What follows belongs to an exercise in optimizing a design on an open flow for small area, a short achievable clock period and few clock cycles per item; a production flow would make more cautious choices. The RTL was checked by simulation tests, not by an equivalence proof against the original design. Power and IR drop assume default switching activity.

===== design/flow/config.mk =====
export PLATFORM = sky130hd
export DESIGN_NAME = mdsb
export DESIGN_NICKNAME = mdsb
export VERILOG_FILES = /design/flow/design.v
export SDC_FILE = /design/flow/constraint.sdc
export NUM_CORES = 4
export LEC_CHECK = 0
export CAP_MARGIN = 20
export CORE_MARGIN = 2
export CORE_UTILIZATION = 55
export CTS_CLUSTER_DIAMETER = 70
export CTS_CLUSTER_SIZE = 25
export SLEW_MARGIN = 20
export SYNTH_MEMORY_MAX_BITS = 16384

===== design/flow/constraint.sdc =====
create_clock -name core_clock -period 15.0 [get_ports {clk}]
set_input_delay 3.0000 -clock core_clock [delete_from_list [all_inputs] [get_ports {clk}]]
set_output_delay 3.0000 -clock core_clock [all_outputs]
set_load 0.01 [all_outputs]

===== design/flow/design.v =====
module mdsb_qrom (input wire [6:0] a, output reg [15:0] qa, output reg [9:0] d);
    always @(*) begin
        case (a)
            7'd0: begin qa = 16'd0; d = 10'd804; end
            7'd1: begin qa = 16'd804; d = 10'd804; end
            7'd2: begin qa = 16'd1608; d = 10'd803; end
            7'd3: begin qa = 16'd2411; d = 10'd801; end
            7'd4: begin qa = 16'd3212; d = 10'd799; end
            7'd5: begin qa = 16'd4011; d = 10'd797; end
            7'd6: begin qa = 16'd4808; d = 10'd794; end
            7'd7: begin qa = 16'd5602; d = 10'd791; end
            7'd8: begin qa = 16'd6393; d = 10'd787; end
            7'd9: begin qa = 16'd7180; d = 10'd782; end
            7'd10: begin qa = 16'd7962; d = 10'd778; end
            7'd11: begin qa = 16'd8740; d = 10'd772; end
            7'd12: begin qa = 16'd9512; d = 10'd767; end
            7'd13: begin qa = 16'd10279; d = 10'd760; end
            7'd14: begin qa = 16'd11039; d = 10'd754; end
            7'd15: begin qa = 16'd11793; d = 10'd747; end
            7'd16: begin qa = 16'd12540; d = 10'd739; end
            7'd17: begin qa = 16'd13279; d = 10'd731; end
            7'd18: begin qa = 16'd14010; d = 10'd723; end
            7'd19: begin qa = 16'd14733; d = 10'd714; end
            7'd20: begin qa = 16'd15447; d = 10'd704; end
            7'd21: begin qa = 16'd16151; d = 10'd695; end
            7'd22: begin qa = 16'd16846; d = 10'd685; end
            7'd23: begin qa = 16'd17531; d = 10'd674; end
            7'd24: begin qa = 16'd18205; d = 10'd663; end
            7'd25: begin qa = 16'd18868; d = 10'd652; end
            7'd26: begin qa = 16'd19520; d = 10'd640; end
            7'd27: begin qa = 16'd20160; d = 10'd628; end
            7'd28: begin qa = 16'd20788; d = 10'd615; end
            7'd29: begin qa = 16'd21403; d = 10'd603; end
            7'd30: begin qa = 16'd22006; d = 10'd589; end
            7'd31: begin qa = 16'd22595; d = 10'd575; end
            7'd32: begin qa = 16'd23170; d = 10'd562; end
            7'd33: begin qa = 16'd23732; d = 10'd547; end
            7'd34: begin qa = 16'd24279; d = 10'd533; end
            7'd35: begin qa = 16'd24812; d = 10'd518; end
            7'd36: begin qa = 16'd25330; d = 10'd503; end
            7'd37: begin qa = 16'd25833; d = 10'd487; end
            7'd38: begin qa = 16'd26320; d = 10'd471; end
            7'd39: begin qa = 16'd26791; d = 10'd455; end
            7'd40: begin qa = 16'd27246; d = 10'd438; end
            7'd41: begin qa = 16'd27684; d = 10'd422; end
            7'd42: begin qa = 16'd28106; d = 10'd405; end
            7'd43: begin qa = 16'd28511; d = 10'd388; end
            7'd44: begin qa = 16'd28899; d = 10'd370; end
            7'd45: begin qa = 16'd29269; d = 10'd353; end
            7'd46: begin qa = 16'd29622; d = 10'd335; end
            7'd47: begin qa = 16'd29957; d = 10'd317; end
            7'd48: begin qa = 16'd30274; d = 10'd298; end
            7'd49: begin qa = 16'd30572; d = 10'd281; end
            7'd50: begin qa = 16'd30853; d = 10'd261; end
            7'd51: begin qa = 16'd31114; d = 10'd243; end
            7'd52: begin qa = 16'd31357; d = 10'd224; end
            7'd53: begin qa = 16'd31581; d = 10'd205; end
            7'd54: begin qa = 16'd31786; d = 10'd186; end
            7'd55: begin qa = 16'd31972; d = 10'd166; end
            7'd56: begin qa = 16'd32138; d = 10'd148; end
            7'd57: begin qa = 16'd32286; d = 10'd127; end
            7'd58: begin qa = 16'd32413; d = 10'd109; end
            7'd59: begin qa = 16'd32522; d = 10'd88; end
            7'd60: begin qa = 16'd32610; d = 10'd69; end
            7'd61: begin qa = 16'd32679; d = 10'd50; end
            7'd62: begin qa = 16'd32729; d = 10'd29; end
            7'd63: begin qa = 16'd32758; d = 10'd10; end
            7'd64: begin qa = 16'd32768; d = 10'd10; end
            7'd65: begin qa = 16'd32758; d = 10'd29; end
            7'd66: begin qa = 16'd32729; d = 10'd50; end
            7'd67: begin qa = 16'd32679; d = 10'd69; end
            7'd68: begin qa = 16'd32610; d = 10'd88; end
            7'd69: begin qa = 16'd32522; d = 10'd109; end
            7'd70: begin qa = 16'd32413; d = 10'd127; end
            7'd71: begin qa = 16'd32286; d = 10'd148; end
            7'd72: begin qa = 16'd32138; d = 10'd166; end
            7'd73: begin qa = 16'd31972; d = 10'd186; end
            7'd74: begin qa = 16'd31786; d = 10'd205; end
            7'd75: begin qa = 16'd31581; d = 10'd224; end
            7'd76: begin qa = 16'd31357; d = 10'd243; end
            7'd77: begin qa = 16'd31114; d = 10'd261; end
            7'd78: begin qa = 16'd30853; d = 10'd281; end
            7'd79: begin qa = 16'd30572; d = 10'd298; end
            7'd80: begin qa = 16'd30274; d = 10'd317; end
            7'd81: begin qa = 16'd29957; d = 10'd335; end
            7'd82: begin qa = 16'd29622; d = 10'd353; end
            7'd83: begin qa = 16'd29269; d = 10'd370; end
            7'd84: begin qa = 16'd28899; d = 10'd388; end
            7'd85: begin qa = 16'd28511; d = 10'd405; end
            7'd86: begin qa = 16'd28106; d = 10'd422; end
            7'd87: begin qa = 16'd27684; d = 10'd438; end
            7'd88: begin qa = 16'd27246; d = 10'd455; end
            7'd89: begin qa = 16'd26791; d = 10'd471; end
            7'd90: begin qa = 16'd26320; d = 10'd487; end
            7'd91: begin qa = 16'd25833; d = 10'd503; end
            7'd92: begin qa = 16'd25330; d = 10'd518; end
            7'd93: begin qa = 16'd24812; d = 10'd533; end
            7'd94: begin qa = 16'd24279; d = 10'd547; end
            7'd95: begin qa = 16'd23732; d = 10'd562; end
            7'd96: begin qa = 16'd23170; d = 10'd575; end
            7'd97: begin qa = 16'd22595; d = 10'd589; end
            7'd98: begin qa = 16'd22006; d = 10'd603; end
            7'd99: begin qa = 16'd21403; d = 10'd615; end
            7'd100: begin qa = 16'd20788; d = 10'd628; end
            7'd101: begin qa = 16'd20160; d = 10'd640; end
            7'd102: begin qa = 16'd19520; d = 10'd652; end
            7'd103: begin qa = 16'd18868; d = 10'd663; end
            7'd104: begin qa = 16'd18205; d = 10'd674; end
            7'd105: begin qa = 16'd17531; d = 10'd685; end
            7'd106: begin qa = 16'd16846; d = 10'd695; end
            7'd107: begin qa = 16'd16151; d = 10'd704; end
            7'd108: begin qa = 16'd15447; d = 10'd714; end
            7'd109: begin qa = 16'd14733; d = 10'd723; end
            7'd110: begin qa = 16'd14010; d = 10'd731; end
            7'd111: begin qa = 16'd13279; d = 10'd739; end
            7'd112: begin qa = 16'd12540; d = 10'd747; end
            7'd113: begin qa = 16'd11793; d = 10'd754; end
            7'd114: begin qa = 16'd11039; d = 10'd760; end
            7'd115: begin qa = 16'd10279; d = 10'd767; end
            7'd116: begin qa = 16'd9512; d = 10'd772; end
            7'd117: begin qa = 16'd8740; d = 10'd778; end
            7'd118: begin qa = 16'd7962; d = 10'd782; end
            7'd119: begin qa = 16'd7180; d = 10'd787; end
            7'd120: begin qa = 16'd6393; d = 10'd791; end
            7'd121: begin qa = 16'd5602; d = 10'd794; end
            7'd122: begin qa = 16'd4808; d = 10'd797; end
            7'd123: begin qa = 16'd4011; d = 10'd799; end
            7'd124: begin qa = 16'd3212; d = 10'd801; end
            7'd125: begin qa = 16'd2411; d = 10'd803; end
            7'd126: begin qa = 16'd1608; d = 10'd804; end
            7'd127: begin qa = 16'd804; d = 10'd804; end
            default: begin qa = 16'd0; d = 10'd0; end
        endcase
    end
endmodule
module mdsb (
    input  wire        clk,
    input  wire        rst,
    input  wire        cmd_valid,
    output wire        cmd_ready,
    input  wire [63:0] cmd,
    output reg         rsp_valid,
    output wire [63:0] rsp
);
    localparam [31:0] ONE = 32'h8000_0000;
    localparam [1:0] ENV_IDLE = 2'd0, ENV_ATTACK = 2'd1, ENV_RELEASE = 2'd2;
    localparam [1:0] MP_STATUS = 2'd0, MP_DATA1 = 2'd1, MP_DATA2 = 2'd2;
    localparam [2:0] DS_IDLE = 3'd0, DS_MUL = 3'd1, DS_XF = 3'd2, DS_DL = 3'd3,
                     DS_PRE  = 3'd4, DS_DIV = 3'd5, DS_FIN = 3'd6;
    reg [1:0]  env_phase;
    reg [31:0] env_out;
    reg [31:0] env_arate;
    reg        arate_set;
    reg [31:0] env_rrate;
    reg        rrate_set;
    reg [31:0] osc_phase;
    reg [23:0] osc_sr;
    reg        sr_set;
    reg [31:0] osc_freq;
    reg        freq_set;
    reg [31:0] osc_delta;
    wire       delta_set = sr_set & freq_set;
    reg [31:0] rb_mem [0:15];
    reg [3:0]  rb_head;
    reg [3:0]  rb_tail;
    reg [4:0]  rb_size;
    reg [1:0]  mp_state;
    reg [7:0]  mp_status;
    reg [6:0]  mp_data1;
    reg [15:0] mq_mem [0:7];
    reg [2:0]  mq_head;
    reg [2:0]  mq_tail;
    reg [3:0]  mq_size;
    reg [7:0]  c_op;         
    reg        c_legal;      
    reg        c_snz;        
    reg [47:0] c_opnd;       
    reg        cv;
    reg        rdy;
    reg        c_div, c_envd, c_oscd, c_step;
    assign cmd_ready = rdy;
    wire [7:0] iop    = cmd[63:56];
    wire       i_div  = (iop == 8'h12) | (iop == 8'h13) | (iop == 8'h21) | (iop == 8'h22);
    wire       i_envd = (iop == 8'h10) | (iop == 8'h15) | (iop == 8'h16);
    wire       i_oscd = (iop == 8'h20) | (iop == 8'h24);
    wire       i_step = (iop == 8'h20);
    wire [47:0] iopnd = cmd[47:0];
    wire        iz0 = (iopnd[7:0]   == 8'd0);
    wire        iz1 = (iopnd[15:8]  == 8'd0);
    wire        iz2 = (iopnd[23:16] == 8'd0);
    wire        iz3 = (iopnd[31:24] == 8'd0);
    wire        iz4 = (iopnd[47:32] == 16'd0);
    reg         i_legal;
    always @(*) begin
        case (iop)
            8'h00, 8'h01, 8'h10, 8'h11, 8'h14, 8'h15, 8'h16,
            8'h20, 8'h23, 8'h24, 8'h31, 8'h33, 8'h34,
            8'h41, 8'h42, 8'h43:       i_legal = iz0 & iz1 & iz2 & iz3 & iz4;
            8'h12, 8'h13:              i_legal = 1'b1;
            8'h21:                     i_legal = iz3 & iz4;
            8'h22, 8'h30:              i_legal = iz4;
            8'h32:                     i_legal = iz2 & iz3 & iz4;
            8'h40:                     i_legal = iz1 & iz2 & iz3 & iz4;
            default:                   i_legal = 1'b0;
        endcase
        if (cmd[55:48] != 8'd0)
            i_legal = 1'b0;
    end
    wire        i_snz = ~(iz0 & iz1 & iz2);
    reg  [2:0] ds;
    reg        dk_osc;       
    reg        dk_rr;        
    wire       busy     = (ds != DS_IDLE);
    wire       pend_env = busy & ~dk_osc;
    wire       pend_osc = busy & dk_osc;
    reg        ych1, ych2;
    wire       y_ok = ~ych1 & ~ych2;
    wire stall = (c_div & busy) | (c_envd & pend_env) | (c_oscd & pend_osc) | (c_step & ~y_ok);
    wire exec  = cv & ~stall;
    wire [7:0]  op    = c_op;
    wire        legal = c_legal;
    wire [47:0] opnd  = c_opnd;
    wire [23:0] op_s  = opnd[23:0];
    wire [31:0] op_w  = opnd[31:0];
    wire [7:0]  op_b  = opnd[7:0];
    wire ex   = exec & legal;
    wire s_nz = c_snz;
    wire x_sysrst  = ex & (op == 8'h01);
    wire x_oscstep = ex & (op == 8'h20) & delta_set;
    wire x_rate    = ex & ((op == 8'h12) | (op == 8'h13)) & s_nz;
    wire x_delta   = ex & (((op == 8'h21) & s_nz & freq_set) | ((op == 8'h22) & sr_set));
    wire        env_att = (env_phase == ENV_ATTACK);
    wire [32:0] env_sum = {1'b0, env_out} + {1'b0, env_att ? env_arate : ~env_rrate} + {32'd0, ~env_att};
    wire        env_up_hit = env_sum[32] | env_sum[31];
    wire        env_dn_hit = (env_out <= env_rrate);
    reg [1:0]  env_phase_nx;
    reg [31:0] env_out_nx;
    always @(*) begin
        env_phase_nx = env_phase;
        env_out_nx   = env_out;
        case (env_phase)
            ENV_ATTACK: begin
                if (env_up_hit) begin
                    env_out_nx   = ONE;
                    env_phase_nx = ENV_RELEASE;
                end else begin
                    env_out_nx = env_sum[31:0];
                end
            end
            ENV_RELEASE: begin
                if (env_dn_hit) begin
                    env_out_nx   = 32'd0;
                    env_phase_nx = ENV_IDLE;
                end else begin
                    env_out_nx = env_sum[31:0];
                end
            end
            default: ;
        endcase
    end
    wire env_step_unset = (env_phase == ENV_ATTACK  && !arate_set) ||
                          (env_phase == ENV_RELEASE && !rrate_set);
    wire [31:0] osc_phase_sum = osc_phase + osc_delta;
    wire [31:0] osc_phase_d   = x_oscstep ? osc_phase_sum :
                                x_sysrst  ? 32'd0 : osc_phase;
    wire [15:0] rom_qa;
    wire [9:0]  rom_d;
    mdsb_qrom u_rom (.a(osc_phase_d[30:24]), .qa(rom_qa), .d(rom_d));
    reg [15:0] ya_qa;
    reg [9:0]  ya_d;
    reg        ya_n1, ya_n2;
    reg [21:0] yb_hi;        
    reg [9:0]  yb_lo;        
    reg        yb_lnz;       
    reg [16:0] y_r;
    wire [21:0] yb_phi = ya_d * osc_phase[23:12];
    wire [21:0] yb_plo = ya_d * osc_phase[11:0];
    wire [28:0] yc_t = {({1'b0, ya_qa} ^ {17{ya_n1}}), 12'd0} + {16'd0, ya_n1, 12'd0} +
                       {{7{ya_n2}}, yb_hi ^ {22{ya_n2}}} + {{19{ya_n2}}, yb_lo ^ {10{ya_n2}}} +
                       {27'd0, ya_n2 & ~yb_lnz, ya_n2 & yb_lnz};
    wire [16:0] yc_y = yc_t[28:12];
    always @(posedge clk) begin
        ya_qa  <= rom_qa;
        ya_d   <= rom_d;
        ya_n1  <= osc_phase_d[31];
        ya_n2  <= osc_phase_d[31] ^ osc_phase_d[30];
        yb_hi  <= yb_phi;
        yb_lo  <= yb_plo[21:12];
        yb_lnz <= (yb_plo[11:0] != 12'd0);
        y_r    <= yc_y;
    end
    wire ych1_d = rst | x_oscstep | x_sysrst;
    always @(posedge clk) begin
        ych1 <= ych1_d;
        ych2 <= rst | ych1;
    end
    reg [40:0] R;
    reg [40:0] Dv;
    reg [31:0] Q;
    reg [4:0]  cnt;
    reg        ovf, sat, lead;
    wire dmul = (ds == DS_MUL);
    wire [42:0] st1_b   = dmul ? (Q[31] ? {2'b00, Dv} : 43'd0) : ~{2'b00, Dv};
    wire [42:0] st1_sum = {1'b0, R, dmul ? 1'b0 : Q[31]} + st1_b + {42'd0, ~dmul};
    wire        st1_q   = ~st1_sum[42] & ~ovf;
    wire [40:0] st1_r   = (dmul | st1_q) ? st1_sum[40:0] : {R[39:0], Q[31]};
    wire        st1_ov  = ovf | (dmul & (st1_sum[42] | st1_sum[41]));
    wire        fhi_lt_s = ({8'd0, osc_freq[31:16]} < osc_sr);
    wire        skip8    = lead & (Q[31:24] == 8'd0) & (cnt[4:3] != 2'd0);
    wire [31:0] rate_q1  = Q + {31'd0, (R != 41'd0)};
    always @(posedge clk) begin
        R   <= st1_r;
        Q   <= {Q[30:0], st1_q};
        cnt <= cnt - 5'd1;
        if (rst) begin
            ds <= DS_IDLE;
        end else begin
            case (ds)
                DS_IDLE: begin
                    if (x_rate) begin
                        ds     <= DS_MUL;
                        dk_osc <= 1'b0;
                        dk_rr  <= op[0];
                        R      <= 41'd0;
                        Dv     <= {17'd0, op_s};
                        Q      <= {opnd[47:24], 8'd0};
                        cnt    <= 5'd24;
                        ovf    <= 1'b0;
                        lead   <= 1'b1;
                    end else if (x_delta) begin
                        ds     <= DS_DL;
                        dk_osc <= 1'b1;
                    end
                end
                DS_MUL: begin
                    if (skip8) begin
                        Q   <= {Q[23:0], 8'd0};
                        cnt <= cnt - 5'd8;
                        if (cnt == 5'd8) ds <= DS_XF;
                    end else begin
                        R    <= st1_r;
                        ovf  <= st1_ov;
                        Q    <= {Q[30:0], 1'b0};
                        lead <= lead & ~Q[31];
                        cnt  <= cnt - 5'd1;
                        if (cnt == 5'd1) ds <= DS_XF;
                    end
                end
                DS_XF: begin
                    Dv  <= R;
                    R   <= 41'd500;
                    Q   <= 32'd0;
                    sat <= ~ovf & (R <= 41'd1000);
                    cnt <= 5'd0;
                    ds  <= DS_DIV;
                end
                DS_DL: begin
                    Dv  <= {17'd0, osc_sr};
                    ovf <= 1'b0;
                    if (fhi_lt_s) begin
                        R   <= {25'd0, osc_freq[31:16]};
                        Q   <= {osc_freq[15:0], 16'd0};
                        cnt <= 5'd0;
                        ds  <= DS_DIV;
                    end else begin
                        R   <= 41'd0;
                        Q   <= {osc_freq[31:16], 16'd0};
                        cnt <= 5'd16;
                        ds  <= DS_PRE;
                    end
                end
                DS_PRE: begin
                    R   <= st1_r;
                    cnt <= cnt - 5'd1;
                    if (cnt == 5'd1) begin
                        Q   <= {osc_freq[15:0], 16'd0};
                        cnt <= 5'd0;
                        ds  <= DS_DIV;
                    end else begin
                        Q   <= {Q[30:0], st1_q};
                    end
                end
                DS_DIV: begin
                    R   <= st1_r;
                    Q   <= {Q[30:0], st1_q};
                    cnt <= cnt - 5'd1;
                    if (cnt == 5'd1) ds <= DS_FIN;
                end
                default: begin  
                    ds <= DS_IDLE;
                end
            endcase
            if (x_sysrst)
                ds <= DS_IDLE;
        end
    end
    wire fin = (ds == DS_FIN);
    wire [31:0] rate_val = sat ? ONE : rate_q1;
    wire busy_n     = x_rate | x_delta | (busy & ~fin & ~x_sysrst);
    wire dk_osc_n   = (x_rate | x_delta) ? x_delta : dk_osc;
    wire y_ok_n     = ~ych1_d & ~ych1;
    wire cv_n       = rdy ? cmd_valid : cv;
    wire cdiv_n     = rdy ? i_div  : c_div;
    wire cenvd_n    = rdy ? i_envd : c_envd;
    wire coscd_n    = rdy ? i_oscd : c_oscd;
    wire cstep_n    = rdy ? i_step : c_step;
    wire stall_n    = (cdiv_n & busy_n) | (cenvd_n & busy_n & ~dk_osc_n) |
                      (coscd_n & busy_n & dk_osc_n) | (cstep_n & ~y_ok_n);
    always @(posedge clk) begin
        if (rst) begin
            cv  <= 1'b0;
            rdy <= 1'b1;
        end else begin
            cv  <= cv_n;
            rdy <= ~(cv_n & stall_n);
        end
        if (rdy) begin
            c_op    <= iop;
            c_legal <= i_legal;
            c_snz   <= i_snz;
            c_opnd  <= iopnd;
            c_div  <= i_div;
            c_envd <= i_envd;
            c_oscd <= i_oscd;
            c_step <= i_step;
        end
    end
    wire [3:0] b_hi      = op_b[7:4];
    wire       b_recog   = (b_hi == 4'h8) || (b_hi == 4'h9) || (b_hi == 4'hA) ||
                           (b_hi == 4'hB) || (b_hi == 4'hE);
    wire [1:0] note_kind = (mp_status[7:4] == 4'h9) ? 2'd0 :
                           (mp_status[7:4] == 4'h8) ? 2'd1 : 2'd2;
    wire [15:0] note     = {note_kind, mp_data1, op_b[6:0]};
    wire [3:0]  rb_rd_slot = rb_head + opnd[3:0];
    wire [31:0] rb_rd      = rb_mem[rb_rd_slot];
    wire [15:0] mq_rd      = mq_mem[mq_head];
    reg        r_err;
    reg [1:0]  r_code;
    reg        r_vld;
    reg [33:0] r_data;
    assign rsp = {r_err, 1'b0, r_code, r_vld, 25'd0, r_data};
    reg        n_err;
    reg [1:0]  n_code;
    reg        n_vld;
    reg [33:0] n_data;
    always @(*) begin
        n_err  = 1'b0;
        n_code = 2'd0;
        n_vld  = 1'b0;
        n_data = 34'd0;
        if (!legal) begin
            n_err  = 1'b1;
            n_code = 2'd1;
        end else begin
            case (op)
                8'h10: begin
                    if (env_step_unset) begin
                        n_err = 1'b1; n_code = 2'd3;
                    end else begin
                        n_vld = 1'b1; n_data = {env_phase_nx, env_out_nx};
                    end
                end
                8'h12, 8'h13, 8'h21: begin
                    if (!s_nz) begin
                        n_err = 1'b1; n_code = 2'd2;
                    end
                end
                8'h14: begin n_vld = 1'b1; n_data = {env_phase, env_out}; end
                8'h15: begin
                    if (arate_set) begin n_vld = 1'b1; n_data = {2'b00, env_arate}; end
                    else begin n_err = 1'b1; n_code = 2'd3; end
                end
                8'h16: begin
                    if (rrate_set) begin n_vld = 1'b1; n_data = {2'b00, env_rrate}; end
                    else begin n_err = 1'b1; n_code = 2'd3; end
                end
                8'h20: begin
                    if (delta_set) begin n_vld = 1'b1; n_data = {2'b00, {15{y_r[16]}}, y_r}; end
                    else begin n_err = 1'b1; n_code = 2'd3; end
                end
                8'h23: begin n_vld = 1'b1; n_data = {2'b00, osc_phase}; end
                8'h24: begin
                    if (delta_set) begin n_vld = 1'b1; n_data = {2'b00, osc_delta}; end
                    else begin n_err = 1'b1; n_code = 2'd3; end
                end
                8'h31: begin
                    if (rb_size != 5'd0) begin n_vld = 1'b1; n_data = {2'b00, rb_rd}; end
                end
                8'h32: begin n_vld = 1'b1; n_data = {2'b00, rb_rd}; end
                8'h34: begin n_vld = 1'b1; n_data = {29'd0, rb_size}; end
                8'h41: begin n_vld = 1'b1; n_data = {33'd0, (mq_size != 4'd0)}; end
                8'h42: begin
                    if (mq_size != 4'd0) begin n_vld = 1'b1; n_data = {18'd0, mq_rd}; end
                end
                8'h43: begin
                    n_vld  = 1'b1;
                    n_data = {6'd0, mq_size, 1'b0, mp_data1, mp_status, 6'd0, mp_state};
                end
                default: ;
            endcase
        end
    end
    always @(posedge clk) begin
        if (rst)
            rsp_valid <= 1'b0;
        else
            rsp_valid <= exec;
        r_err  <= n_err;
        r_code <= n_code;
        r_vld  <= n_vld;
        r_data <= n_data;
    end
    always @(posedge clk) begin
        if (rst) begin
            env_phase <= ENV_IDLE;
            env_out   <= 32'd0;
            arate_set <= 1'b0;
            rrate_set <= 1'b0;
            osc_phase <= 32'd0;
            sr_set    <= 1'b0;
            freq_set  <= 1'b0;
            rb_head   <= 4'd0;
            rb_tail   <= 4'd0;
            rb_size   <= 5'd0;
            mp_state  <= MP_STATUS;
            mp_status <= 8'h00;
            mp_data1  <= 7'd0;
            mq_head   <= 3'd0;
            mq_tail   <= 3'd0;
            mq_size   <= 4'd0;
        end else begin
            osc_phase <= osc_phase_d;
            if (fin) begin
                if (dk_osc) begin
                    osc_delta <= Q;
                end else if (dk_rr) begin
                    env_rrate <= rate_val;
                    rrate_set <= 1'b1;
                end else begin
                    env_arate <= rate_val;
                    arate_set <= 1'b1;
                end
            end
            if (ex) begin
                case (op)
                    8'h01: begin
                        env_phase <= ENV_IDLE;
                        env_out   <= 32'd0;
                        arate_set <= 1'b0;
                        rrate_set <= 1'b0;
                        sr_set    <= 1'b0;
                        freq_set  <= 1'b0;
                        rb_head   <= 4'd0;
                        rb_tail   <= 4'd0;
                        rb_size   <= 5'd0;
                        mp_state  <= MP_STATUS;
                        mp_status <= 8'h00;
                        mp_data1  <= 7'd0;
                        mq_head   <= 3'd0;
                        mq_tail   <= 3'd0;
                        mq_size   <= 4'd0;
                    end
                    8'h10: begin
                        if (!env_step_unset) begin
                            env_phase <= env_phase_nx;
                            env_out   <= env_out_nx;
                        end
                    end
                    8'h11: env_phase <= ENV_ATTACK;
                    8'h21: begin
                        if (s_nz) begin
                            osc_sr <= op_s;
                            sr_set <= 1'b1;
                        end
                    end
                    8'h22: begin
                        osc_freq <= op_w;
                        freq_set <= 1'b1;
                    end
                    8'h30: begin
                        rb_mem[rb_tail] <= op_w;
                        rb_tail <= rb_tail + 4'd1;
                        if (rb_size == 5'd16)
                            rb_head <= rb_head + 4'd1;
                        else
                            rb_size <= rb_size + 5'd1;
                    end
                    8'h31: begin
                        if (rb_size != 5'd0) begin
                            rb_head <= rb_head + 4'd1;
                            rb_size <= rb_size - 5'd1;
                        end
                    end
                    8'h33: begin
                        rb_head <= 4'd0;
                        rb_tail <= 4'd0;
                        rb_size <= 5'd0;
                    end
                    8'h40: begin
                        if (op_b[7]) begin
                            mp_data1 <= 7'd0;
                            if (b_recog) begin
                                mp_status <= op_b;
                                mp_state  <= MP_DATA1;
                            end else begin
                                mp_status <= 8'h00;
                                mp_state  <= MP_STATUS;
                            end
                        end else begin
                            case (mp_state)
                                MP_DATA1: begin
                                    mp_data1 <= op_b[6:0];
                                    mp_state <= MP_DATA2;
                                end
                                MP_DATA2: begin
                                    if (mq_size != 4'd8) begin
                                        mq_mem[mq_tail] <= note;
                                        mq_tail <= mq_tail + 3'd1;
                                        mq_size <= mq_size + 4'd1;
                                    end
                                    mp_data1 <= 7'd0;
                                    mp_state <= MP_DATA1;
                                end
                                default: ;
                            endcase
                        end
                    end
                    8'h42: begin
                        if (mq_size != 4'd0) begin
                            mq_head <= mq_head + 3'd1;
                            mq_size <= mq_size - 4'd1;
                        end
                    end
                    default: ;
                endcase
            end
        end
    end
endmodule

===== design/flow/flow/run.sh =====
#!/bin/bash
set -euo pipefail
bash standard.sh SETUP_SLACK_MARGIN=10 finish > flow_make.log 2>&1

===== design/flow/standard.sh =====
#!/bin/bash
# synth_recipe.tcl (not shown) runs the flow's synth.tcl, then flattens the netlist and writes it again
# the make line also repeats each setting of config.mk as NAME=value (left out here)
make -C /OpenROAD-flow-scripts/flow DESIGN_CONFIG=/design/flow/config.mk WORK_HOME=/design/flow/orfs CLKGATE_MAP_FILE= SYNTH_SCRIPT=/design/flow/synth_recipe.tcl "${@:-finish}"

==> impl_metrics.csv, run 1 <==
group,metric,value,unit
drt,drtPass1Iterations,8,
clocking,numCtsBuffers,93,
synth,ys_ff_latch,1215,
critical_path,end_kind,"flip-flop",
synth,synth_most_common_cell,"edfxtp_1",
critical_path,path_max_fanout,5,
sta,slew_headroom,0.248,
power_and_ir_drop,total_power,8.51,mW
critical_path,r2r_end,"yb_lnz$_DFF_P_",
synth,avgSynthCellArea,11.5,um^2
global_routing,gr-usage-all-layers,0.345,
floorplanning,dieHeight,356,um
critical_path,required,15.66,ns
drt,via_per_inst,6.55,
synth,syn_area,0.0682,mm^2
sta,setup_slack,9.77,ns
clocking,cts_hold_buf,0,
synth,yosys_warnings,2,
critical_path,arrival,5.89,ns
global_routing,antenna_found_initial,7,
clocking,clockRootBuffer,"clkbuf_16",
power_and_ir_drop,peakVddDrop,0.133,mV
flow_run,cap_violations,0,
synth,synthTopCellsByCount,"edfxtp_1, nand2_1, nor2_1, ha_1, a21oi_1",
synth,synth_top_area_share,0.396,
clocking,cts_sinks,1215,
critical_path,worstSetupPathType,"flip-flop to flip-flop",
critical_path,worstReg2RegStart,"ya_d[3]$_DFF_P_",
floorplanning,die_area,0.127,mm^2
global_routing,gr-total-overflow,0,
synth,synthCells,5954,
placement,port_buffers,106,
critical_path,crit_path_frequent_cell,"buf_6",
outcome,outcome,"finished clean",
placement,dp_hpwl,151000,um
critical_path,critPathBufInv,14,
power_and_ir_drop,power.density,111,mW/mm^2
critical_path,slowest_stage,"fa_1",
sta,finalCritPeriodShare,0.349,
floorplanning,io_pins,133,
placement,dpl.cell_count,7464,
worst_hold_path,min_to,"ych2$_DFF_P_",
sta,period_minus_slack,5.23,ns
clocking,path_clk_slew,0.09,ns
critical_path,regToRegSetupSlack,9.77,ns
finish,area.growth.synth_to_final,12.8,%
placement,globalplace.congestion,1.00,
floorplanning,initial_core_util,0.553,
critical_path,ff2ff_path_depth,27,
synth,synth_area_leaders,"edfxtp_1, dfxtp_1, ha_1, mux4_2, fa_1",
sta,max_freq,191,MHz
worst_hold_path,holdPathStages,1,
clocking,cts_max_level,3,
synth,seq_area_frac_synth,0.488,
sta,rsz0062_at_grt,"yes",
clocking,clk_path_buf_depth,3,
synth,synthArstFlopShare,0,
global_routing,grt_pass1_wl,324000,um
sta,hold_viol,0,
drt,wl_per_cell,28.9,um
drt,ant_nets,0,
sta,skew,0.0660,ns
worst_hold_path,min_path_type,"flip-flop to flip-flop",
worst_hold_path,hp-start,"ych1$_DFF_P_",
floorplanning,die_w,356,um
clocking,clk-insertion-delay-late,0.77,ns
clocking,cts_tree,"built",
critical_path,startpoint_type,"flip-flop",
drt,drt_iter0_drc,6119,
sta,setup-tns-final,0,ns
floorplanning,fp.coreArea,0.123,mm^2
drt,vias,50800,
finish,drive_above_1_share,0.147,
finish,layout.nets,6630,
critical_path,crit_family,"adder cells",
synth,synth_enable_flop_cells,899,
drt,drt_wl_total,224000,um
placement,place_ws,7.86,ns
power_and_ir_drop,p_leak,29.6,nW
finish,final_cells,7750,
critical_path,cpPeakStageDelay,0.55,ns
sta,tightest_slew,1.12,ns
global_routing,grt_pass1_vias,48600,
sta,setup_viol,0,
global_routing,grt_max_degree,105,
synth,synth_top_area_cell,"edfxtp_1",
drt,drc,0,
synth,synth_ff_type,"edfxtp_1",
floorplanning,rows,129,
sta,drv_slew,0,
synth,synth.distinct_cells,107,
==> per-stage QoR <==
stage | utilization | hold slack [ns] | instance area [um^2]
2_1_floorplan | - | 0.406 | 68500
3_3_place_gp | 0.576 | 0.438 | 71100
3_5_place_dp | 0.576 | 0.439 | 71100
4_1_cts | 0.616 | 0.460 | 76000
5_1_grt | 0.623 | 0.471 | 76900
6_report | 0.623 | 0.458 | 77000
==> layout make-up <==
| cell class | instances | area, um^2 |
|---|---|---|
| diodes | 8 | 20.0 |
| clock buffers | 98 | 2350 |
| clock inverters | 76 | 1060 |
| fillers | 9787 | 46500 |
| inverters | 289 | 1140 |
| multi-input cells | 4105 | 33700 |
| flip-flops and latches | 1215 | 33400 |
| well taps | 1637 | 2050 |
| repair buffers | 320 | 3250 |
| repair inverters | 2 | 13.8 |
==> where the power goes <==
part	total, mW	switching, mW	internal [mW]
registers	4.04	0.267	3.77
logic	1.70	0.989	0.708
clock network	2.78	1.47	1.31
total	8.51	2.73	5.79
==> cells in the final DEF, fill, tap and decap left out, drive strengths merged, types with 80 or more instances in the layout <==
cell type | netlist | routed
mux4 | 160 | 160
a21oi | 329 | 329
inv | 286 | 329
buf | 105 | 207
mux2i | 80 | 80
and2 | 162 | 162
xor2 | 85 | 85
ha | 371 | 371
nand3 | 131 | 131
nand2 | 520 | 520
a21o | 116 | 116
clkdlybuf4s50 | 0 | 104
edfxtp | 899 | 899
xnor2 | 140 | 140
o21ai | 230 | 230
fa | 166 | 166
dfxtp | 316 | 316
clkbuf | 268 | 102
nor2 | 437 | 437
nor3 | 99 | 99
==> what timing repair did <==
item | 4_1_cts | 5_1_grt
pin swaps | 76 | 61
hold endpoints to repair | 0 | 0
resized for setup | 203 | 122
endpoints found under the setup margin | 158 | 136
setup buffers | 56 | 34
cloned | 9 | 5
==> worst register-to-register path: stages, from the launching register on <==
cell and delay, ns:
dfxtp_4 0.39, buf_12 0.15, buf_6 0.13, buf_8 0.10, nand2_4 0.05, fa_1 0.51, inv_2 0.05, fa_1 0.55
ha_4 0.21, fa_1 0.52, inv_2 0.04, fa_1 0.51, inv_2 0.06, ha_4 0.24, a21o_1 0.21, a21oi_4 0.21
buf_4 0.14, buf_6 0.08, buf_6 0.08, buf_6 0.08, buf_6 0.08, buf_6 0.08, buf_6 0.08, buf_6 0.09
nand2_4 0.04, o22ai_2 0.17, a22oi_2 0.10, a211o_1 0.27
==> cells by family after synthesis <==
family	synth area share
AO/OA/AOI/OAI	0.137
XOR/XNOR	0.0291
adder cells (fa/ha/maj)	0.117
buffers and inverters	0.0396
flip-flops	0.488
multiplexers	0.0741
other	0.0000550
AND/OR/NAND/NOR	0.115
==> per-layer routing <==
metal | vias to the layer above | routed length, um | global-route usage
met5 | - | 43 | 0
met4 | 6 | 11900 | 0.151
met3 | 531 | 19700 | 0.0681
met2 | 2445 | 104000 | 0.552
li1 | 22400 | - | -
met1 | 25400 | 88100 | 0.460
==> worst max path at each step <==
| stage | startpoint | end | slack [ns] | depth (start not counted) |
|---|---|---|---|---|
| 2_1_floorplan | rst | rb_mem[13][0]$_DFFE_PP_ | 9.48 | 4 |
| 3_3_place_gp | osc_phase[1]$_SDFFE_PP0P_ | ya_qa[6]$_DFF_P_ | 7.97 | 15 |
| 3_5_place_dp | osc_phase[20]$_SDFFE_PP0P_ | ya_qa[6]$_DFF_P_ | 7.86 | 14 |
| 4_1_cts | ya_d[1]$_DFF_P_ | yb_lo[9]$_DFF_P_ | 9.73 | 20 |
| 5_1_grt | ya_d[1]$_DFF_P_ | yb_hi[21]$_DFF_P_ | 9.63 | 20 |
| 6_report | ya_d[3]$_DFF_P_ | yb_lnz$_DFF_P_ | 9.77 | 27 |
==> registers in the layout, summed over array words and instances (netlist names), 10 cells and up, named ones only <==
| register | flops |
|---|---|
| ya_qa | 16 |
| osc_freq | 32 |
| mq_mem | 128 |
| Dv | 41 |
| Q | 32 |
| osc_sr | 24 |
| r_data | 34 |
| yb_lo | 10 |
| env_out | 32 |
| rb_mem | 512 |
| env_rrate | 32 |
| osc_phase | 32 |
| y_r | 17 |
| yb_hi | 22 |
| env_arate | 32 |
| c_opnd | 48 |
| osc_delta | 32 |
| R | 41 |
| ya_d | 10 |
Testbench counts, summed over its fixed seeds: cycles 35,121, items 25,460.
==> run 2: changes to the inputs <==
--- a/design/flow/config.mk
+++ b/design/flow/config.mk
@@ -7,7 +7,7 @@
 export LEC_CHECK = 0
 export CAP_MARGIN = 20
 export CORE_MARGIN = 2
-export CORE_UTILIZATION = 55
+export CORE_UTILIZATION = 65
 export CTS_CLUSTER_DIAMETER = 70
 export CTS_CLUSTER_SIZE = 25
 export SLEW_MARGIN = 20
==> impl_metrics.csv, run 2 <==
group,metric,value,unit
outcome,outcome,"finished clean",
sta,period_minus_slack,5.19,ns
sta,finalCritPeriodShare,0.346,
placement,dp_hpwl,145000,um
critical_path,slowest_stage,"fa_1",
finish,multi_input_area,0.0337,mm^2
finish,nFillCells,6969,
finish,layout_common_cells,"edfxtp_1, nand2_1, nor2_1, ha_1, a21oi_1",
sta,setup-tns-final,0,ns
critical_path,path_max_fanout,5,
clocking,cts_max_level,3,
critical_path,ff2ff_path_depth,20,
synth,synthArstFlopShare,0,
floorplanning,fp.coreArea,0.104,mm^2
synth,synth_top_area_cell,"edfxtp_1",
placement,place_ws,8.15,ns
global_routing,gr-usage-all-layers,0.399,
power_and_ir_drop,peakVddDrop,0.143,mV
placement,globalplace.congestion,1.04,
worst_hold_path,min_path_type,"flip-flop to flip-flop",
synth,synthCells,5954,
finish,layout_commonest_cell,"edfxtp_1",
clocking,cts_sinks,1215,
floorplanning,die_area,0.108,mm^2
synth,synth_ff_type,"edfxtp_1",
synth,synth_area_leaders,"edfxtp_1, dfxtp_1, ha_1, mux4_2, fa_1",
power_and_ir_drop,total_power,8.24,mW
global_routing,grt_max_degree,72,
drt,wl_per_cell,29.3,um
placement,port_buffers,106,
sta,drv_slew,0,
synth,avgSynthCellArea,11.5,um^2
finish,drive_above_1_share,0.141,
clocking,cts_tree,"built",
power_and_ir_drop,p_leak,29.4,nW
placement,placed_area,0.0708,mm^2
drt,drc,0,
critical_path,startpoint_type,"flip-flop",
synth,synth_enable_flop_cells,899,
drt,via_per_inst,6.95,
drt,drt_wl_total,219000,um
sta,tightest_slew,1.14,ns
finish,fin_util,0.734,
clocking,cts_hold_buf,0,
critical_path,worstSetupPathType,"flip-flop to flip-flop",
global_routing,grt_pass1_vias,50300,
critical_path,regToRegSetupSlack,9.81,ns
finish,largest_reg_flops,512,
synth,ys_ff_latch,1215,
global_routing,gr-total-overflow,0,
floorplanning,initial_core_util,0.657,
finish,regMostFlops,"rb_mem",
critical_path,crit_path_frequent_cell,"fa_1",
finish,finalInstanceArea,0.0762,mm^2
synth,yosys_warnings,2,
worst_hold_path,holdPathStages,1,
drt,drt_iter0_drc,7231,
synth,synth.distinct_cells,107,
synth,seq_area_frac_synth,0.488,
floorplanning,rows,118,
global_routing,grt_pass1_wl,320000,um
sta,hold_viol,0,
sta,skew,0.0412,ns
floorplanning,io_pins,133,
clocking,numCtsBuffers,77,
critical_path,path_cells,"buf_12, buf_6, nand2_2, fa_1, inv_1, fa_1, fa_1, fa_1, inv_1, fa_1, inv_1, ha_4, a21oi_4, o21ai_2, a211oi_2, nor2_2, o41a_1, a211oi_2, a21oi_1, xor2_1",
synth,synth_most_common_cell,"edfxtp_1",
clocking,clk-insertion-delay-late,0.73,ns
critical_path,required,15.59,ns
drt,ant_nets,0,
floorplanning,dieHeight,328,um
clocking,path_clk_slew,0.09,ns
finish,regArea,0.0334,mm^2
clocking,clk_path_buf_depth,3,
finish,area.growth.synth_to_final,11.6,%
sta,slew_headroom,0.237,
critical_path,arrival,5.78,ns
sta,setup_viol,0,
sta,rsz0062_at_grt,"yes",
critical_path,cpPeakStageDelay,0.54,ns
critical_path,end_kind,"flip-flop",
clocking,clockRootBuffer,"clkbuf_16",
sta,max_freq,193,MHz
drt,vias,51900,
synth,synth_top_area_share,0.396,
synth,synthTopCellsByCount,"edfxtp_1, nand2_1, nor2_1, ha_1, a21oi_1",
power_and_ir_drop,power.density,108,mW/mm^2
finish,layout.nets,6626,
flow_run,cap_violations,0,
finish,largestRegisters,"rb_mem (512), mq_mem (128), c_opnd (48)",
drt,drtPass1Iterations,8,
sta,setup_slack,9.81,ns
global_routing,antenna_found_initial,6,
synth,syn_area,0.0682,mm^2
floorplanning,die_w,328,um
[run 2: cell counts after synthesis]
No cell type changed its count.
[run 2: power by group]
part / internal, mW / switching (mW) / total [mW]
Sequential: 3.77 / 0.257 / 4.03
Combinational: 0.751 / 1.01 / 1.76
Clock: 1.13 / 1.32 / 2.45
[run 2: final timing paths]
| kind | endpoint | start |
|---|---|---|
| setup / recovery | yb_hi[20]$_DFF_P_ | ya_d[1]$_DFF_P_ |
| hold / removal | ych2$_DFF_P_ | ych1$_DFF_P_ |
| setup reg to reg | yb_hi[20]$_DFF_P_ | ya_d[1]$_DFF_P_ |
| hold reg to reg | ych2$_DFF_P_ | ych1$_DFF_P_ |
[run 2: cell families (layout without fill, tap and decap cells)]
kind of cell | after synthesis | in the layout | share of synthesized area
and+or+nand+nor | 1654 | 1655 | 0.115
AOI/OAI and AO/OA | 1362 | 1362 | 0.137
DFF | 1215 | 1215 | 0.488
buffers and inverters | 662 | 769 | 0.0396
adders and majority gates | 537 | 537 | 0.117
muxes | 298 | 298 | 0.0741
xor gates and xnor gates | 225 | 225 | 0.0291
other | 1 | 28 | 0.0000550
[run 2: repair_timing]
item | in CTS | in global routing
endpoints found under the setup margin | 218 | 263
pin swaps | 67 | 68
gates cloned | 7 | 4
setup buffers | 56 | 39
gates resized for setup | 196 | 132
[run 2: stage by stage]
step	instances	hold WS, ns
6_report	7469	0.475
5_1_grt	7467	0.489
3_3_place_gp	7217	0.431
2_1_floorplan	5979	0.406
3_5_place_dp	7217	0.448
4_1_cts	7424	0.471
[run 2: critical path, delay by kind of cell, from the launching register on]
kind                     cells  cell delay [ns]
AO/OA/AOI/OAI                6             1.25
flip-flops                   1             0.39
adder cells (fa/ha/maj)      6             2.73
buffers and inverters        5             0.42
AND/OR/NAND/NOR              2             0.12
XOR/XNOR                     1             0.16
[run 2: cell type report]
cell class                      count  area share
Tap cell                         1380      0.0227
Timing Repair inverter              1   0.0000657
Antenna cell                        2   0.0000657
Timing Repair Buffer              335      0.0449
Multi-Input combinational cell   4103       0.442
Clock inverter                     45     0.00963
Inverter                          289      0.0146
Clock buffer                       99      0.0272
Sequential cell                  1215       0.438
[run 2: layer usage]
metal  part of all wire  vias up  track usage
li1                   -    22300            -
met1               0.35    25300        0.502
met2               0.47     3418        0.640
met3               0.11      805       0.0894
met4              0.068        8        0.231
met5            0.00027        -            0
==> run 3: changes to the inputs <==
--- a/design/flow/config.mk
+++ b/design/flow/config.mk
@@ -12,3 +12,4 @@
 export CTS_CLUSTER_SIZE = 25
 export SLEW_MARGIN = 20
 export SYNTH_MEMORY_MAX_BITS = 16384
+export TNS_END_PERCENT = 10
==> impl_metrics.csv, run 3 <==
group,metric,value,unit
floorplanning,io_pins,133,
sta,max_freq,191,MHz
clocking,cts_tree,"built",
finish,layout_common_cells,"edfxtp_1, nand2_1, nor2_1, ha_1, a21oi_1",
global_routing,grt_pass1_wl,327000,um
critical_path,worstReg2RegStart,"ya_d[3]$_DFF_P_",
drt,drt_iter0_drc,7575,
sta,rsz0062_at_grt,"yes",
synth,synth.distinct_cells,107,
finish,largest_reg_flops,512,
floorplanning,die_w,328,um
critical_path,required,15.58,ns
synth,synthCells,5954,
floorplanning,initial_core_util,0.657,
sta,finalCritPeriodShare,0.349,
floorplanning,dieHeight,328,um
synth,synth_most_common_cell,"edfxtp_1",
synth,synth_area_leaders,"edfxtp_1, dfxtp_1, ha_1, mux4_2, fa_1",
critical_path,path_max_fanout,6,
worst_hold_path,min_path_type,"flip-flop to flip-flop",
placement,dpl.cell_count,7206,
synth,synth_top_area_share,0.396,
finish,finalInstanceArea,0.0751,mm^2
drt,ant_nets,0,
finish,area.growth.synth_to_final,10.0,%
worst_hold_path,hp-start,"ych1$_DFF_P_",
floorplanning,die_area,0.108,mm^2
floorplanning,fp.coreArea,0.104,mm^2
sta,drv_slew,0,
drt,wl_per_cell,30.4,um
critical_path,regToRegSetupSlack,9.76,ns
drt,drc,0,
sta,tightest_slew,1.19,ns
sta,setup_viol,0,
synth,synthArstFlopShare,0,
power_and_ir_drop,power.density,109,mW/mm^2
floorplanning,rows,118,
drt,vias,52500,
worst_hold_path,min_to,"ych2$_DFF_P_",
finish,layout.nets,6578,
synth,ys_ff_latch,1215,
sta,period_minus_slack,5.24,ns
clocking,clk_path_buf_depth,3,
finish,layout_commonest_cell,"edfxtp_1",
global_routing,grt_max_degree,72,
critical_path,r2r_end,"yb_hi[20]$_DFF_P_",
critical_path,startpoint_type,"flip-flop",
global_routing,antenna_found_initial,6,
synth,seq_area_frac_synth,0.488,
synth,synth_enable_flop_cells,899,
synth,synth_top_area_cell,"edfxtp_1",
clocking,numCtsBuffers,77,
placement,placed_area,0.0707,mm^2
outcome,outcome,"finished clean",
placement,dp_hpwl,150000,um
clocking,cts_max_level,3,
synth,syn_area,0.0682,mm^2
synth,synth_ff_type,"edfxtp_1",
placement,port_buffers,106,
critical_path,end_kind,"flip-flop",
clocking,path_clk_slew,0.08,ns
sta,setup-tns-final,0,ns
clocking,cts_hold_buf,0,
finish,nFillCells,6852,
sta,slew_headroom,0.203,
critical_path,ff2ff_path_depth,20,
worst_hold_path,holdPathStages,1,
global_routing,gr-usage-all-layers,0.411,
clocking,clk-insertion-delay-late,0.76,ns
power_and_ir_drop,p_leak,28.8,nW
drt,via_per_inst,7.08,
critical_path,arrival,5.82,ns
synth,synthTopCellsByCount,"edfxtp_1, nand2_1, nor2_1, ha_1, a21oi_1",
finish,final_cells,7420,
synth,yosys_warnings,2,
power_and_ir_drop,peakVddDrop,0.193,mV
synth,avgSynthCellArea,11.5,um^2
sta,whs,0.470,ns
global_routing,grt_pass1_vias,50600,
critical_path,worstSetupPathType,"flip-flop to flip-flop",
drt,drtPass1Iterations,8,
finish,fin_util,0.724,
flow_run,cap_violations,0,
finish,drive_above_1_share,0.125,
drt,drt_wl_total,225000,um
finish,largestRegisters,"rb_mem (512), mq_mem (128), c_opnd (48)",
critical_path,cp-startpoint,"ya_d[3]$_DFF_P_",
global_routing,gr-total-overflow,0,
clocking,clockRootBuffer,"clkbuf_16",
sta,skew,0.0700,ns
placement,globalplace.congestion,1.04,
sta,hold_viol,0,
finish,regMostFlops,"rb_mem",
clocking,cts_sinks,1215,
## run 3: cell counts after synthesis
No cell type changed its count.
## run 3: report_power, final
part	total (mW)	internal (mW)	switching (mW)
Combinational	1.78	0.742	1.03
Clock	2.35	1.05	1.30
Sequential	4.04	3.77	0.272
## run 3: metrics by stage
stage	setup slack [ns]	total power [mW]
6_report	9.76	8.17
5_1_grt	9.64	8.42
4_1_cts	9.80	8.04
3_5_place_dp	8.07	5.69
3_3_place_gp	8.22	5.63
2_1_floorplan	9.48	5.21
## run 3: final cells by class
class	count	area (um^2)	share of cell area
Inverter	289	1110	0.0148
Multi-Input combinational cell	4104	33400	0.444
Clock inverter	40	574	0.00765
Tap cell	1380	1730	0.0230
Timing Repair Buffer	286	2860	0.0381
Timing Repair inverter	1	5.00	0.0000666
Antenna cell	1	2.50	0.0000333
Sequential cell	1215	33400	0.445
Clock buffer	104	2060	0.0274
## run 3: how the worst max path moves through the flow
stage	depth (start not counted)	slack [ns]	endpoint
2_1_floorplan	4	9.48	rb_mem[13][0]$_DFFE_PP_
3_3_place_gp	13	8.22	ya_qa[9]$_DFF_P_
3_5_place_dp	13	8.07	ya_qa[9]$_DFF_P_
4_1_cts	21	9.80	yb_lo[9]$_DFF_P_
5_1_grt	20	9.64	yb_hi[18]$_DFF_P_
6_report	20	9.76	yb_hi[20]$_DFF_P_
## run 3: critical path, stage by stage, from the launching register on
cell and delay, ns:
dfxtp_4 0.42, buf_12 0.14, buf_4 0.16, nand2_1 0.08, fa_1 0.48, inv_1 0.05, fa_1 0.48, fa_1 0.50
fa_1 0.48, inv_1 0.05, fa_1 0.47, inv_1 0.06, ha_4 0.24, a21oi_2 0.16, o21ai_2 0.12, a211oi_2 0.23
nor2_2 0.08, o41a_1 0.41, a211oi_2 0.29, a21oi_2 0.10, xor2_1 0.15
## run 3: per-layer routing
metal	part of all wire	wire length, um	GRT usage	vias up
li1	-	-	-	22300
met1	0.36	80400	0.527	25600
met2	0.45	101000	0.637	3802
met3	0.12	26100	0.0999	896
met4	0.076	17200	0.249	8
met5	0.00023	52	0	-
## run 3: cells by family (layout without fill, tap and decap cells)
kind of cell,after synthesis,after routing,synth area share
compound gates,1362,1362,0.137
flops,1215,1215,0.488
other cells,1,27,0.0000550
fa+ha+maj,537,537,0.117
buf+inv,662,720,0.0396
xor+xnor,225,225,0.0291
simple gates,1654,1656,0.115
mux,298,298,0.0741
## run 3: timing repair
| item | in CTS | in global routing |
|---|---|---|
| buffers inserted | 31 | 24 |
| cloned | 10 | 3 |
| setup endpoints to repair | 159 | 152 |
| resized for setup | 180 | 54 |
| pin swaps | 34 | 44 |

==> port drivers added, routing unchanged <==
How much do the figures lean on ideal ports? The routed layouts below were timed once more, with nothing changed but the port constraints.
Step 1 sets driving cells, clkbuf_16 on the clock port and buf_2 on the other inputs (assumed; they add their load-dependent delay and slew).
Step 2 adds t to the input delays and takes it off the output delays; t is the mean of the earliest and latest rising clock arrival at the registers after step 1. Input paths then give back, and output paths get back, about the clock's delay inside the block.
Slacks: no drivers / after step 1 / after step 2; pairs: no drivers / after step 1.
| run | shift t [ns] | slack for setup (ns) | worst hold slack (ns) | worst setup path after step 2 | clock arrival spread, ns |
|---|---|---|---|---|---|
| run 1 | 0.822 | 9.768 / 9.768 / 9.362 | 0.458 / 0.458 / 0.458 | input to register | 0.071 / 0.071 |
| run 2 | 0.791 | 9.809 / 9.809 / 9.298 | 0.475 / 0.475 / 0.475 | input to register | 0.053 / 0.053 |
| run 3 | 0.808 | 9.758 / 9.758 / 9.365 | 0.470 / 0.470 / 0.470 | input to register | 0.085 / 0.085 |
After both steps setup and hold are still met in every run listed. The setup slack of run 2, which loses most, moves by 0.000 ns with the drivers and by -0.511 ns with both steps.
